What follows belongs to an exercise in optimizing a design on an open flow for small area, a short achievable clock period and few clock cycles per item; a production flow would make more cautious choices.
The clock input has no modelled driver; a real chip could not lean on it and would need a root buffer or a full tree.

==> build 54: inputs <==
Design uac_rx, start of the top module:
module uac_rx (
    input  wire        clk,
    input  wire        rst,           
    input  wire        in_valid,
    output wire        in_ready,
    input  wire [15:0] in_sample,     
    output reg         frame_done,
    output wire        det,
    output reg         ev_valid,
    output wire [11:0] ev_word
);
==> flow/config.mk <==
export PLATFORM = sky130hd
export DESIGN_NAME = uac_rx
export DESIGN_NICKNAME = uac_rx
export VERILOG_FILES = /design/flow/design.v
export SDC_FILE = /design/flow/constraint.sdc
export NUM_CORES = 4
export LEC_CHECK = 0
export CAP_MARGIN = 20
export CORE_MARGIN = 2
export CORE_UTILIZATION = 55
export SLEW_MARGIN = 20
==> flow/constraint.sdc <==
create_clock -name core_clock -period 24.0 [get_ports {clk}]
set_input_delay 4.8000 -clock core_clock [delete_from_list [all_inputs] [get_ports {clk}]]
set_output_delay 4.8000 -clock core_clock [all_outputs]
set_load 0.01 [all_outputs]
standard.sh (not shown) runs the stock make flow with config.mk's settings and CLKGATE_MAP_FILE= SYNTH_SCRIPT=/design/flow/synth_recipe.tcl, a recipe that flattens the netlist after the stock synthesis.
==> flow/flow/run.sh <==
#!/bin/bash
# The standard layout (standard.sh) with four changes to how it is made;
# the design, constraints and clock period are unchanged:
#  - synthesis skips Yosys's early generic ABC pass (SYNTH_ARGS=-noabc), so the
#    generated full-adder tree keeps its structure; registers are unchanged;
#  - port buffers are buf_2 cells instead of the default (a slow delay buffer);
#  - the clock tree is built by flow/man_cts.tcl (run as the CTS step's PRE
#    hook): the clock port drives four clkbuf_8, one per compact quarter of
#    the flip-flops, each driving two clkbuf_16 leaves, instead of TritonCTS's
#    tree;
#  - timing repair aims for 18.4 ns of setup slack instead of 0.
# Every tool's output is in standard.log and in orfs/logs.
set -euo pipefail
export SYNTH_ARGS="-noabc"
export BUFFER_PORTS_ARGS="-buffer_cell sky130_fd_sc_hd__buf_2"
export PRE_CTS_TCL="$PWD/flow/man_cts.tcl"
export SETUP_SLACK_MARGIN=18.4
bash standard.sh > standard.log 2>&1
==> flow/flow/man_cts.tcl <==
set buf_master [[ord::get_db] findMaster sky130_fd_sc_hd__clkbuf_16]
set top_master [[ord::get_db] findMaster sky130_fd_sc_hd__clkbuf_8]
set block [ord::get_db_block]
set clk_net [$block findNet clk]
set its {}
set xs {}
set ys {}
foreach it [$clk_net getITerms] {
  set box [[$it getInst] getBBox]
  lappend its $it
  lappend xs [expr {([$box xMin] + [$box xMax]) / 2.0}]
  lappend ys [expr {([$box yMin] + [$box yMax]) / 2.0}]
}
set n [llength $its]
set k 4
set cap [expr {int(ceil(double($n) / $k))}]
puts "flow/man_cts.tcl: $n clock sinks"
# initial centres: the quadrant centres of the sinks' bounding box
set x0 [tcl::mathfunc::min {*}$xs]
set x1 [tcl::mathfunc::max {*}$xs]
set y0 [tcl::mathfunc::min {*}$ys]
set y1 [tcl::mathfunc::max {*}$ys]
set cx [list [expr {$x0 + ($x1 - $x0) / 4}] [expr {$x0 + ($x1 - $x0) / 4}] \
             [expr {$x0 + 3 * ($x1 - $x0) / 4}] [expr {$x0 + 3 * ($x1 - $x0) / 4}]]
set cy [list [expr {$y0 + ($y1 - $y0) / 4}] [expr {$y0 + 3 * ($y1 - $y0) / 4}] \
             [expr {$y0 + ($y1 - $y0) / 4}] [expr {$y0 + 3 * ($y1 - $y0) / 4}]]
for {set iter 0} {$iter < 30} {incr iter} {
  set pairs {}
  for {set i 0} {$i < $n} {incr i} {
    for {set j 0} {$j < $k} {incr j} {
      set d [expr {abs([lindex $xs $i] - [lindex $cx $j]) + abs([lindex $ys $i] - [lindex $cy $j])}]
      lappend pairs [list $d $i $j]
    }
  }
  set pairs [lsort -real -index 0 $pairs]
  array unset asg
  set cnt [lrepeat $k 0]
  foreach p $pairs {
    lassign $p d i j
    if {[info exists asg($i)] || [lindex $cnt $j] >= $cap} { continue }
    set asg($i) $j
    lset cnt $j [expr {[lindex $cnt $j] + 1}]
  }
  set sx [lrepeat $k 0.0]
  set sy [lrepeat $k 0.0]
  for {set i 0} {$i < $n} {incr i} {
    set j $asg($i)
    lset sx $j [expr {[lindex $sx $j] + [lindex $xs $i]}]
    lset sy $j [expr {[lindex $sy $j] + [lindex $ys $i]}]
  }
  for {set j 0} {$j < $k} {incr j} {
    lset cx $j [expr {[lindex $sx $j] / [lindex $cnt $j]}]
    lset cy $j [expr {[lindex $sy $j] / [lindex $cnt $j]}]
  }
}
proc bbox_of { pts } {
  set x0 1e12; set x1 -1e12; set y0 1e12; set y1 -1e12
  foreach p $pts {
    lassign $p it x y
    if {$x < $x0} { set x0 $x }
    if {$x > $x1} { set x1 $x }
    if {$y < $y0} { set y0 $y }
    if {$y > $y1} { set y1 $y }
  }
  return [list $x0 $y0 $x1 $y1]
}
proc add_buf { block master name net_in net_out_name box } {
  lassign $box x0 y0 x1 y1
  set bi [odb::dbInst_create $block $master $name]
  $bi setLocation [expr {int(($x0 + $x1) / 2)}] [expr {int(($y0 + $y1) / 2)}]
  $bi setPlacementStatus PLACED
  set nn [odb::dbNet_create $block $net_out_name]
  $nn setSigType CLOCK
  [$bi findITerm A] connect $net_in
  [$bi findITerm X] connect $nn
  return $nn
}
for {set j 0} {$j < $k} {incr j} {
  set pts {}
  for {set i 0} {$i < $n} {incr i} {
    if {$asg($i) == $j} { lappend pts [list [lindex $its $i] [lindex $xs $i] [lindex $ys $i]] }
  }
  set box [bbox_of $pts]
  set n1 [add_buf $block $top_master "clkbuf_man_$j" $clk_net "clknet_man_$j" $box]
  lassign $box x0 y0 x1 y1
  set idx [expr {($x1 - $x0) >= ($y1 - $y0) ? 1 : 2}]
  set pts [lsort -real -index $idx $pts]
  set h [expr {[llength $pts] / 2}]
  set li 0
  foreach leaf [list [lrange $pts 0 [expr {$h - 1}]] [lrange $pts $h end]] {
    set n2 [add_buf $block $buf_master "clkbuf_man_${j}_$li" $n1 "clknet_man_${j}_$li" [bbox_of $leaf]]
    foreach p $leaf {
      set it [lindex $p 0]
      $it disconnect
      $it connect $n2
    }
    puts "flow/man_cts.tcl: clkbuf_man_${j}_$li drives [llength $leaf] clock pins"
    incr li
  }
}
set_propagated_clock [all_clocks]
# the tree is built: make the flow's TritonCTS call a no-op
rename clock_tree_synthesis ""
proc clock_tree_synthesis { args } {
  puts "flow/man_cts.tcl: clock tree built by hand, TritonCTS skipped"
}
==> trial 84 (differences from build 54) <==
==> flow/flow/run.sh (replaced) <==
#!/bin/bash
# The standard layout (standard.sh) with three changes to how it is made;
# the design, constraints and clock period are unchanged:
#  - synthesis skips Yosys's early generic ABC pass (SYNTH_ARGS=-noabc), so the
#    generated full-adder tree keeps its structure; registers are unchanged;
#  - port buffers are buf_2 cells instead of the default (a slow delay buffer);
#  - timing repair aims for 18.3 ns of setup slack instead of 0.
# Every tool's output is in standard.log and in orfs/logs.
set -euo pipefail
export SYNTH_ARGS="-noabc"
export BUFFER_PORTS_ARGS="-buffer_cell sky130_fd_sc_hd__buf_2"
export SETUP_SLACK_MARGIN=18.3
bash standard.sh > standard.log 2>&1
--- a/flow/config.mk
+++ b/flow/config.mk
@@ -8,4 +8,5 @@
 export CAP_MARGIN = 20
 export CORE_MARGIN = 2
-export CORE_UTILIZATION = 55
+export CORE_UTILIZATION = 40
+export CTS_BUF_LIST = sky130_fd_sc_hd__clkbuf_8
 export SLEW_MARGIN = 20
removed: flow/flow/man_cts.tcl
==> qor summary <==
| metric | build 54 | trial 84 |
|---|---|---|
| Non-filler instance count after layout | 1,459 | 1,600 |
| Post-CTS Setup Repair Bufs | 2 | 4 |
| Tightest hold margin | 0.456 ns | 0.460 ns |
| Area post-placement | 11,700 sq um | 11,900 sq um |
| DR WL met2 | 14,000 um | 13,900 um |
| Worst-Skew Late Latency | 0.29 ns | 0.47 ns |
| Number of logic stages on the critical path including buffering | 2 | 1 |
| Total Routing Usage GR | 25.9% | 20.1% |
| Final weighted congestion in routability-driven placement | 0.826 | 0.832 |
| Outcome | finished clean | finished clean |
| Total Routed Length | 28,100 um | 28,800 um |
Function was not checked in any run of this note: the RTL went through the layout flow alone. The clock cells of build 54 come from the design's own scripts or RTL, not from TritonCTS.

static timing again, ports no longer ideal:
The flow's constraints put no driver on any port. The routed layouts listed below were extracted and timed again, unchanged, in two steps.
Step 1 sets driving cells, clkbuf_16 on the clock port and buf_2 on the other inputs (assumed; they add their load-dependent delay and slew).
Step 2 times the ports against the registers' clock, not the clock port: input delays grow and output delays shrink by t, the midpoint of the rising clock arrivals with the driver on.
a / b / c = ideal ports / drivers / drivers and shift; a / b = the first two.
| run | shift t [ns] | setup slack, ns | worst setup path at the end | latest minus earliest clock arrival (ns) |
|---|---|---|---|---|
| build 54 | 0.351 | 18.365 / 18.290 / 18.308 | input to register | 0.028 / 0.028 |
| trial 84 | 0.504 | 18.274 / 18.235 / 18.319 | input to register | 0.018 / 0.019 |
After both steps every run listed still meets setup and hold. The setup slack of build 54, which loses most, moves by -0.075 ns with the drivers and by -0.057 ns with both steps.
